From an optimization exercise on the open Yosys and OpenROAD flow, aimed at small area, a short achievable clock period and few clock cycles; shortcuts taken in it are not production practice. Where RTL was checked, it was by simulation tests only, not by an equivalence proof against the original. No activity file was given, so power comes from the tool's default toggle rates.

## lane 1
## pjv_engine
module pjv_engine (
    input  wire        clk,
    input  wire        rst,
    input  wire        reg_we,
    input  wire [3:0]  reg_addr,
    input  wire [31:0] reg_wdata,
    output reg  [31:0] reg_rdata,
    input  wire        kbuf_wr,       
    output wire        busy,
    output wire        kmem_re,
    output wire [16:0] kmem_addr,
    input  wire [7:0]  kmem_rdata,
    output wire        dmem_re,
    output wire [11:0] dmem_raddr,
    input  wire [7:0]  dmem_rdata,
    output wire        dmem_we,
    output wire [11:0] dmem_waddr,
    output wire [7:0]  dmem_wdata
);
    localparam [3:0] R_CMD = 4'd0, R_STATUS = 4'd1, R_ERRCODE = 4'd2,
                     R_ERRSUB = 4'd3, R_ERREXP = 4'd4, R_ERRACT = 4'd5,
                     R_KBUF_LEN = 4'd6, R_DLEN = 4'd7, R_KLEN = 4'd8,
                     R_JFREQ = 4'd9, R_JLEN = 4'd10;
    localparam [3:0] SUB_HEADER = 4'd1, SUB_FINALIZER = 4'd2, SUB_LENGTH = 4'd3,
                     SUB_TRUNCATED = 4'd4, SUB_KEYLEN = 4'd5, SUB_NOKEY = 4'd6,
                     SUB_BADCMD = 4'd7, SUB_DLEN = 4'd8;
    reg st_idle;    
    reg st_kd;      
    reg st_jd;      
    reg st_ji;      
  ...
Settings: LEC_CHECK=0, CAP_MARGIN=20, CORE_MARGIN=2, CORE_UTILIZATION=40, SETUP_SLACK_MARGIN=4.0, SLEW_MARGIN=20; clock period 8.0 ns.
run.sh (not shown) runs the stock make flow with config.mk's settings and CLKGATE_MAP_FILE= SYNTH_SCRIPT=/design/flow/synth_recipe.tcl, a recipe that flattens the netlist after the stock synthesis.
#### Input delta (lane 2 over lane 1)
--- a/flow/design.v
+++ b/flow/design.v
@@ -52,17 +52,18 @@
     reg [3:0]  errsub;
     reg [31:0] erract, kbuf_len, dlen;
     reg [15:0] klen;
     reg [7:0]  jfreq;
     reg [23:0] jlen;
     reg [15:0] jdm;
     reg [3:0]  kc;          
     reg [5:0]  bc;          
-    reg        qb;          
+    reg        cb;          
+    reg        jb;          
     reg        dir;         
     reg [8:0]  jint;        
     reg [15:0] pos;         
     reg [8:0]  cnt;         
     reg        jmp;         
     reg        pol;         
     reg [11:0] wi;          
     reg        wl;          
@@ -100,22 +101,21 @@
             default:    reg_rdata = 32'd0;
         endcase
     end
     wire        ph     = ~bc[0];
     wire        jd_odd = st_jd & ph;
     wire        jd_evn = st_jd & ~ph;
     wire        ji_evn = st_ji & ~ph;
     wire        ji_odd = st_ji & ph;
-    wire        ji_bit = dlen[4 + bc[4:1]];
     wire [15:0] ma_a   = jd_odd ? jdm : pos;
     wire [15:0] ma_b   = ((jd_odd | (st_run & jmp)) ? jdm : 16'd0) |
                          ((jd_evn | ji_evn) ? pos : 16'd0) |
-                         ((ji_odd & ji_bit) ? {8'd0, jfreq} : 16'd0);
-    wire        ma_cin = st_run | (jd_evn & jlen[bc[5:1]]) | (jd_odd & qb);
+                         ((ji_odd & jb) ? {8'd0, jfreq} : 16'd0);
+    wire        ma_cin = st_run | (st_jd & cb);
     wire [15:0] ma_m   = st_ji ? 16'd255 : klen;
     wire [15:0] ma_y;
     wire        ma_w;
     pjv_madd u_madd (
         .a   (ma_a),
         .b   (ma_b),
         .cin (ma_cin),
         .m   (ma_m),
@@ -226,43 +226,46 @@
                     4'd6: jlen[15:8]  <= kb;
                     4'd7: jlen[7:0]   <= kb;
                     4'd8: begin
                         if (kb != 8'h00)
                             finish(SUB_FINALIZER, {24'd0, kb});
                         else begin
                             pos   <= 16'd0;
                             jdm   <= 16'd0;
+                            cb    <= jlen[23];
                             bc    <= 6'd47;
                             st_kd <= 1'b0;
                             st_jd <= 1'b1;
                         end
                     end
                     default: ;
                 endcase
             end
             if (st_jd) begin
                 bc <= bc - 6'd1;
                 if (!ph) begin
                     pos <= ma_y;
-                    qb  <= ma_w;
+                    cb  <= ma_w;
                 end else begin
                     jdm <= ma_y;
+                    cb  <= (bc[5:1] == 5'd0) ? 1'b0 : jlen[bc[5:1] - 5'd1];
                     if (bc == 6'd0) begin
                         kvalid <= 1'b1;
                         finish(4'd0, 32'd0);
                     end
                 end
             end
             if (st_ji) begin
                 pos <= ma_y;
                 if (!ph)
-                    qb <= ma_w;
+                    cb <= ma_w;
                 else
-                    jint <= {jint[7:0], qb ^ ma_w} + {7'd0, qb & ma_w, 1'b0};
+                    jint <= {jint[7:0], cb ^ ma_w} + {7'd0, cb & ma_w, 1'b0};
+                jb <= dlen[4 + bc[4:1]];
                 bc <= bc - 6'd1;
                 if (bc[4:0] == 5'd0) begin
                     st_ji <= 1'b0;
                     st_js <= 1'b1;
                 end
             end
             if (st_js) begin
                 if (jint < 9'd2) begin
Results
Compared with lane 1, in lane 2 sequential share of layout area saw little to no change; die boundary height saw an increase; area of all sequential standard cells saw an increase.
On lane 2: non-clock buffer count is about 4% lower than what lane 1 gave.
Lane 1 vs lane 2, startpoint of the most critical setup path: dlen[12] vs kmem_rdata[1]
Die footprint (higher): lane 2
Diff lane 1 -> lane 2: met3 usage in global routing lost 1.2 points, average wire per standard cell has remained practically unchanged, number of clock sinks seen by CTS increased by 1 relative to the old numbers, worst IR drop on VDD now sits lower, maximum clock frequency went up by 13%.
Area of placed instances, lane 2 and lane 1: smaller value in lane 1
Cell count: lane 2 higher than lane 1
Testbench counts of lane 2, summed over its fixed seeds: cycles 301,670.
Function not checked in lane 1: the RTL went through the layout flow alone.

========
## lagoon
pjv_engine, a different RTL version from the one above (not shown whole).
For scale: ~2100 cells after synthesis, about 190 flip-flops, about 140 I/O pins, ~17000 sq um of cells after synthesis.
==> flow/design.v (excerpt) <==
module pjv_engine (
    input  wire        clk,
    input  wire        rst,
    input  wire        reg_we,
    input  wire [3:0]  reg_addr,
    input  wire [31:0] reg_wdata,
    output reg  [31:0] reg_rdata,
    input  wire        kbuf_wr,       
    output wire        busy,
    output wire        kmem_re,
    output wire [16:0] kmem_addr,
    input  wire [7:0]  kmem_rdata,
    output wire        dmem_re,
    output wire [11:0] dmem_raddr,
    input  wire [7:0]  dmem_rdata,
    output wire        dmem_we,
    output wire [11:0] dmem_waddr,
    output wire [7:0]  dmem_wdata
);
clock: 8.0 ns
lec_check: 0
cap_margin: 20
core_margin: 2
core_utilization: 50
setup_slack_margin: 4.0
slew_margin: 20
synth_hierarchical: 1
synth_minimum_keep_size: 0
tns_end_percent: 0
standard.sh (not shown) runs the stock make flow with config.mk's settings and CLKGATE_MAP_FILE= SYNTH_SCRIPT=/design/flow/synth_recipe.tcl, a recipe that flattens the netlist after the stock synthesis.
==> flow/flow/run.sh <==
#!/bin/bash
# Standard ORFS layout, with plain buffers (not delay cells) on the ports and
# no dummy balancing loads in the clock tree.
set -euo pipefail
export BUFFER_PORTS_ARGS="-buffer_cell sky130_fd_sc_hd__buf_2"
export CTS_ARGS="-sink_clustering_enable -repair_clock_nets -dont_use_dummy_load"
bash standard.sh > standard.log 2>&1
Testbench counts of lagoon, summed over its fixed seeds: cycles 301,710.
Input changes introduced in willow (baseline for comparison: lagoon):
--- a/flow/design.v
+++ b/flow/design.v
@@ -43,52 +43,44 @@
     input  wire [3:0]  errsub,
     input  wire [31:0] erract,
     input  wire [31:0] kbuf_len,
     input  wire [31:0] dlen,
     input  wire [15:0] klen,
     input  wire [16:0] klen8,
     input  wire [7:0]  jfreq,
     input  wire [23:0] jlen,
-    output reg  [31:0] rdata
+    output wire [31:0] rdata
 );
-    localparam [3:0] R_STATUS = 4'd1, R_ERRCODE = 4'd2, R_ERRSUB = 4'd3,
-                     R_ERREXP = 4'd4, R_ERRACT = 4'd5, R_KBUF_LEN = 4'd6,
-                     R_DLEN = 4'd7, R_KLEN = 4'd8, R_JFREQ = 4'd9, R_JLEN = 4'd10;
     localparam [3:0] SUB_HEADER = 4'd1, SUB_LENGTH = 4'd3, SUB_TRUNCATED = 4'd4,
                      SUB_KEYLEN = 4'd5, SUB_BADCMD = 4'd7, SUB_DLEN = 4'd8;
     wire       err     = (errsub != 4'd0);
     wire [1:0] errcode = (errsub == SUB_BADCMD || errsub == SUB_DLEN) ? 2'd1 :
                          err ? 2'd2 : 2'd0;
     reg [16:0] errexp;
     always @(*) begin
         case (errsub)
             SUB_TRUNCATED: errexp = 17'd8;
             SUB_HEADER:    errexp = 17'hFF;
             SUB_LENGTH:    errexp = klen8;
             SUB_KEYLEN:    errexp = 17'd4;
             SUB_DLEN:      errexp = 17'd4096;
             default:       errexp = 17'd0;
         endcase
     end
+    reg [31:0] g0, g1, g2;
     always @(*) begin
-        case (addr)
-            R_STATUS:   rdata = {29'd0, err, ok, kvalid};
-            R_ERRCODE:  rdata = {30'd0, errcode};
-            R_ERRSUB:   rdata = {28'd0, errsub};
-            R_ERREXP:   rdata = {15'd0, errexp};
-            R_ERRACT:   rdata = erract;
-            R_KBUF_LEN: rdata = kbuf_len;
-            R_DLEN:     rdata = dlen;
-            R_KLEN:     rdata = kvalid ? {16'd0, klen} : 32'd0;
-            R_JFREQ:    rdata = kvalid ? {24'd0, jfreq} : 32'd0;
-            R_JLEN:     rdata = kvalid ? {8'd0, jlen} : 32'd0;
-            default:    rdata = 32'd0;
+        case (addr[1:0])
+            2'd0: begin g0 = 32'd0;                  g1 = {15'd0, errexp}; g2 = {16'd0, klen};  end
+            2'd1: begin g0 = {29'd0, err, ok, kvalid}; g1 = erract;        g2 = {24'd0, jfreq}; end
+            2'd2: begin g0 = {30'd0, errcode};       g1 = kbuf_len;        g2 = {8'd0, jlen};   end
+            default: begin g0 = {28'd0, errsub};     g1 = dlen;            g2 = 32'd0;          end
         endcase
     end
+    assign rdata = addr[3] ? ((addr[2] | ~kvalid) ? 32'd0 : g2) : (addr[2] ? g1 : g0);
 endmodule
 `timescale 1ns/10ps
 module pjv_engine (
     input  wire        clk,
     input  wire        rst,
     input  wire        reg_we,
     input  wire [3:0]  reg_addr,
     input  wire [31:0] reg_wdata,
@@ -195,16 +187,23 @@
     assign dmem_we    = v1;
     assign dmem_waddr = wi;
     assign dmem_raddr = ri;
     assign dmem_re    = dexe;
     wire        kd_lo   = st_kd && !kc[3] && (kc[2:0] != 3'd7);
     assign kmem_addr = kd_lo ? {14'd0, kc[2:0]} : ({1'b0, pos} + 17'd7);
     assign kmem_re   = issue | (st_kd && !kc[3]);
     wire [7:0]  kb = kmem_rdata;      
+    task automatic finish_cmd(input [3:0] sub, input [31:0] act_v);
+        begin
+            ok      <= (sub == 4'd0);
+            errsub  <= sub;
+            erract  <= act_v;
+        end
+    endtask
     task automatic finish(input [3:0] sub, input [31:0] act_v);
         begin
             ok      <= (sub == 4'd0);
             errsub  <= sub;
             erract  <= act_v;
             pos     <= 16'd0;      
             st_idle <= 1'b1;
             st_kd   <= 1'b0;
@@ -243,36 +242,36 @@
                             kbuf_len <= reg_wdata;
                             kvalid   <= 1'b0;
                         end
                         R_DLEN: dlen <= reg_wdata;
                         R_CMD: begin
                             if (reg_wdata == 32'd1) begin
                                 kvalid <= 1'b0;
                                 if (kbuf_len < 32'd8)
-                                    finish(SUB_TRUNCATED, kbuf_len);
+                                    finish_cmd(SUB_TRUNCATED, kbuf_len);
                                 else begin
                                     erract[29:26]      <= 4'd0;
                                     st_idle <= 1'b0;
                                     st_kd   <= 1'b1;
                                 end
                             end else if (reg_wdata == 32'd2 || reg_wdata == 32'd3) begin
                                 dir <= reg_wdata[0];
                                 if (!kvalid)
-                                    finish(SUB_NOKEY, 32'd0);
+                                    finish_cmd(SUB_NOKEY, 32'd0);
                                 else if (dlen > 32'd4096)
-                                    finish(SUB_DLEN, dlen);
+                                    finish_cmd(SUB_DLEN, dlen);
                                 else begin
                                     erract[31:30] <= 2'b00;
                                     erract[23:18]      <= 6'd17;
                                     st_idle <= 1'b0;
                                     st_ji   <= 1'b1;
                                 end
                             end else begin
-                                finish(SUB_BADCMD, reg_wdata);
+                                finish_cmd(SUB_BADCMD, reg_wdata);
                             end
                         end
                         default: ;
                     endcase
                 end
             end
             if (st_kd) begin
                 erract[29:26] <= kc + 4'd1;
Findings:
willow was carried through to the last stage, and its layout satisfied the timing, DRC and antenna checks.
willow vs lagoon: chip width up
Setup slack: willow more than lagoon
In the metrics for lagoon and willow, the one carrying the higher xor/xnor share of the synthesized area is lagoon.
willow does worse than lagoon on core area.
Standard cell with the maximum stage delay on the critical path: sky130_fd_sc_hd__or3_4 -> willow, sky130_fd_sc_hd__a2111oi_2 -> lagoon
The total wire length of willow is lower than that of lagoon.
Looking at synthesized area, willow sits 250 sq um higher than lagoon does.
Final cell count (lower): lagoon
The RTL of willow was laid out without a check of its function.

========
== run C ==
Starting RTL as in the previous note.
Settings: LEC_CHECK=0, CAP_MARGIN=20, CORE_MARGIN=2, CORE_UTILIZATION=40, SETUP_SLACK_MARGIN=4.0, SLEW_MARGIN=20, SYNTH_HIERARCHICAL=1, SYNTH_MINIMUM_KEEP_SIZE=0, TNS_END_PERCENT=0; clock period 8.0 ns.
==> flow/flow/run.sh <==
#!/bin/bash
# Standard ORFS layout, with plain buffers (not delay cells) on the ports.
set -euo pipefail
export BUFFER_PORTS_ARGS="-buffer_cell sky130_fd_sc_hd__buf_2"
bash standard.sh > standard.log 2>&1
Testbench counts of run C, summed over its fixed seeds: cycles 301,710.
#### Input delta (run E over run C)
--- a/flow/design.v
+++ b/flow/design.v
@@ -120,30 +120,30 @@
     reg st_run;     
     reg        kvalid, ok;
     reg [3:0]  errsub;
     reg [31:0] erract, kbuf_len, dlen;
     reg [15:0] klen;
     reg [7:0]  jfreq;
     reg [23:0] jlen;
     reg [15:0] jdm;
+    reg [5:0]  bc;          
     reg        dir;         
     reg [15:0] pos;         
     reg        pol;         
     reg        vk;          
     reg        ks;          
     reg        v1;          
     assign busy = ~st_idle;
     wire [11:0] wi   = erract[11:0];    
     wire [3:0]  pass = erract[15:12];   
     wire        wl   = erract[16];      
     wire        n1   = erract[17];      
     wire [7:0]  kreg = erract[25:18];   
     wire        ksw  = erract[26];      
-    wire [5:0]  bc   = erract[23:18];   
     wire [3:0]  kc   = erract[29:26];   
     wire        cb   = erract[30];      
     wire        jb   = erract[31];      
     wire [8:0]  jint = dlen[21:13];     
     wire [8:0]  jint_f = {jint[7:0], 1'b0} + {7'd0, cb & jb, cb ^ jb};
     wire [8:0]  cnt  = dlen[30:22];     
     wire        jmp  = dlen[31];        
     wire [16:0] klen8 = {1'b0, klen} + 17'd8;
@@ -183,34 +183,33 @@
     );
     wire [11:0] nm1    = dlen[11:0] - 12'd1;         
     wire [11:0] ri     = wl ? 12'd0 : wi + 12'd1;    
     wire        done   = wl && (pass == 4'd10);
     wire        issue  = st_run && !done && !(n1 && vk);
     wire        dexe   = vk && st_run && !done;
     pjv_add8 u_add8 (
         .a   (dmem_rdata),
-        .b   (kreg ^ {8{ksw}}),
+        .b   (kreg),
         .cin (ksw),
         .y   (dmem_wdata)
     );
     assign dmem_we    = v1;
     assign dmem_waddr = wi;
     assign dmem_raddr = ri;
     assign dmem_re    = dexe;
     wire        kd_lo   = st_kd && !kc[3] && (kc[2:0] != 3'd7);
     assign kmem_addr = kd_lo ? {14'd0, kc[2:0]} : ({1'b0, pos} + 17'd7);
     assign kmem_re   = issue | (st_kd && !kc[3]);
     wire [7:0]  kb = kmem_rdata;      
     task automatic finish(input [3:0] sub, input [31:0] act_v);
         begin
             ok      <= (sub == 4'd0);
             errsub  <= sub;
             erract  <= act_v;
-            pos     <= 16'd0;      
             st_idle <= 1'b1;
             st_kd   <= 1'b0;
             st_jd   <= 1'b0;
             st_ji   <= 1'b0;
             st_js   <= 1'b0;
             st_run  <= 1'b0;
         end
     endtask
@@ -221,17 +220,16 @@
             st_jd    <= 1'b0;
             st_ji    <= 1'b0;
             st_js    <= 1'b0;
             st_run   <= 1'b0;
             kvalid   <= 1'b0;
             ok       <= 1'b0;
             errsub   <= 4'd0;
             erract   <= 32'd0;
-            pos      <= 16'd0;
             kbuf_len <= 32'd0;
             dlen     <= 32'd0;
             vk       <= 1'b0;
             v1       <= 1'b0;
         end else begin
             vk <= issue;
             v1 <= dexe;
             if (st_idle) begin
@@ -256,18 +254,19 @@
                                 end
                             end else if (reg_wdata == 32'd2 || reg_wdata == 32'd3) begin
                                 dir <= reg_wdata[0];
                                 if (!kvalid)
                                     finish(SUB_NOKEY, 32'd0);
                                 else if (dlen > 32'd4096)
                                     finish(SUB_DLEN, dlen);
                                 else begin
+                                    pos     <= 16'd0;
                                     erract[31:30] <= 2'b00;
-                                    erract[23:18]      <= 6'd17;
+                                    bc      <= 6'd17;
                                     st_idle <= 1'b0;
                                     st_ji   <= 1'b1;
                                 end
                             end else begin
                                 finish(SUB_BADCMD, reg_wdata);
                             end
                         end
                         default: ;
@@ -296,26 +295,26 @@
                     4'd7: jlen[7:0]   <= kb;
                     4'd8: begin
                         if (kb != 8'h00)
                             finish(SUB_FINALIZER, {24'd0, kb});
                         else begin
                             pos   <= 16'd0;
                             jdm   <= 16'd0;
                             erract[30]    <= jlen[23];
-                            erract[23:18]    <= 6'd47;
+                            bc    <= 6'd47;
                             st_kd <= 1'b0;
                             st_jd <= 1'b1;
                         end
                     end
                     default: ;
                 endcase
             end
             if (st_jd) begin
-                erract[23:18] <= bc - 6'd1;
+                bc <= bc - 6'd1;
                 if (!ph) begin
                     pos <= ma_y;
                     erract[30]  <= ma_w;
                 end else begin
                     jdm <= ma_y;
                     erract[30]  <= (bc[5:1] == 5'd0) ? 1'b0 : jlen[bc[5:1] - 5'd1];
                     if (bc == 6'd0) begin
                         kvalid <= 1'b1;
@@ -327,17 +326,17 @@
                 pos <= ma_y;
                 if (!ph) begin
                     dlen[21:13] <= jint_f;
                     erract[30]  <= ma_w;
                     erract[31]  <= dlen[4 + bc[4:1]];
                 end else begin
                     erract[31]  <= ma_w;
                 end
-                erract[23:18] <= bc - 6'd1;
+                bc <= bc - 6'd1;
                 if (bc[4:0] == 5'd0) begin
                     st_ji <= 1'b0;
                     st_js <= 1'b1;
                 end
             end
             if (st_js) begin
                 if (jint_f < 9'd2) begin
                     dlen[21:13] <= 9'd2;
@@ -357,17 +356,17 @@
                 if (dlen[12:0] == 13'd0) begin
                     dlen[31:13] <= 19'd0;
                     finish(4'd0, 32'd0);
                 end
                 else
                     st_run <= 1'b1;
             end
             if (dexe) begin
-                erract[25:18] <= kmem_rdata;
+                erract[25:18] <= kmem_rdata ^ {8{ks}};
                 erract[26]    <= ks;
                 erract[11:0]   <= ri;
                 erract[16]   <= (ri == nm1);
                 if (wl)
                     erract[15:12] <= pass + 4'd1;
             end
             if (issue) begin
                 ks   <= (dir != pol);
Findings:
STATUS synthesized area: run E loses against run C
Cmp run C and run E / power dissipated by switching net loads / higher: run E
Against run C as the reference, run E delivers a lower routed wire length.
Diff run C and run E: post-route clock period utilization lower in run C
The combinational cell fraction of total power reported for run E is greater than that of run C by 4.0 points.
Lower layout buffer count excluding clock buffers goes to run E over run C.
Relative max-transition margin (lower): run E
Delta (run E minus run C): via count shrank by 104; total routed wire length on the met1 layer grew by 250 um.
Between run C and run E, cell count decreased.
From run C to run E the numbers moved as follows: proportion of total power due to net switching has increased; later-pin clock latency in the skew report has increased; flip-flop and latch count has increased.
For run E, only the layout was checked, not whether the RTL still works.

re-timing with driven ports:
How much do the figures lean on ideal ports? The routed layouts below were timed once more, with nothing changed but the port constraints.
Step 1: set_driving_cell puts a clkbuf_16 on clk and a buf_2 on each other input, an assumption about the parent block.
Step 2 also shifts input and output timing later by t, the mid clock arrival at the registers, as if the neighbouring blocks saw the same clock.
Three values: ideal, step 1, step 2; two values: the first two.
| run | t, ns | setup WS [ns] | worst setup path after step 2 | worst register clock-pin slew, ns |
|---|---|---|---|---|
| lane 1 | 0.645 | 2.429 / 2.429 / 2.429 | register to register | 0.06 / 0.06 |
| lane 2 | 0.631 | 3.082 / 3.049 / 3.049 | input to output | 0.07 / 0.07 |
| lagoon | 0.512 | 3.246 / 3.099 / 2.906 | input to register | 0.08 / 0.08 |
| willow | 0.510 | 3.289 / 3.148 / 3.083 | input to register | 0.08 / 0.08 |
| run C | 0.531 | 3.226 / 3.088 / 2.759 | input to register | 0.09 / 0.09 |
| run E | 0.543 | 3.207 / 3.111 / 2.849 | input to register | 0.10 / 0.10 |
After both steps setup and hold are still met in every run listed. For run C, which loses most, drivers alone change the setup slack by -0.138 ns; drivers and shift together by -0.467 ns.
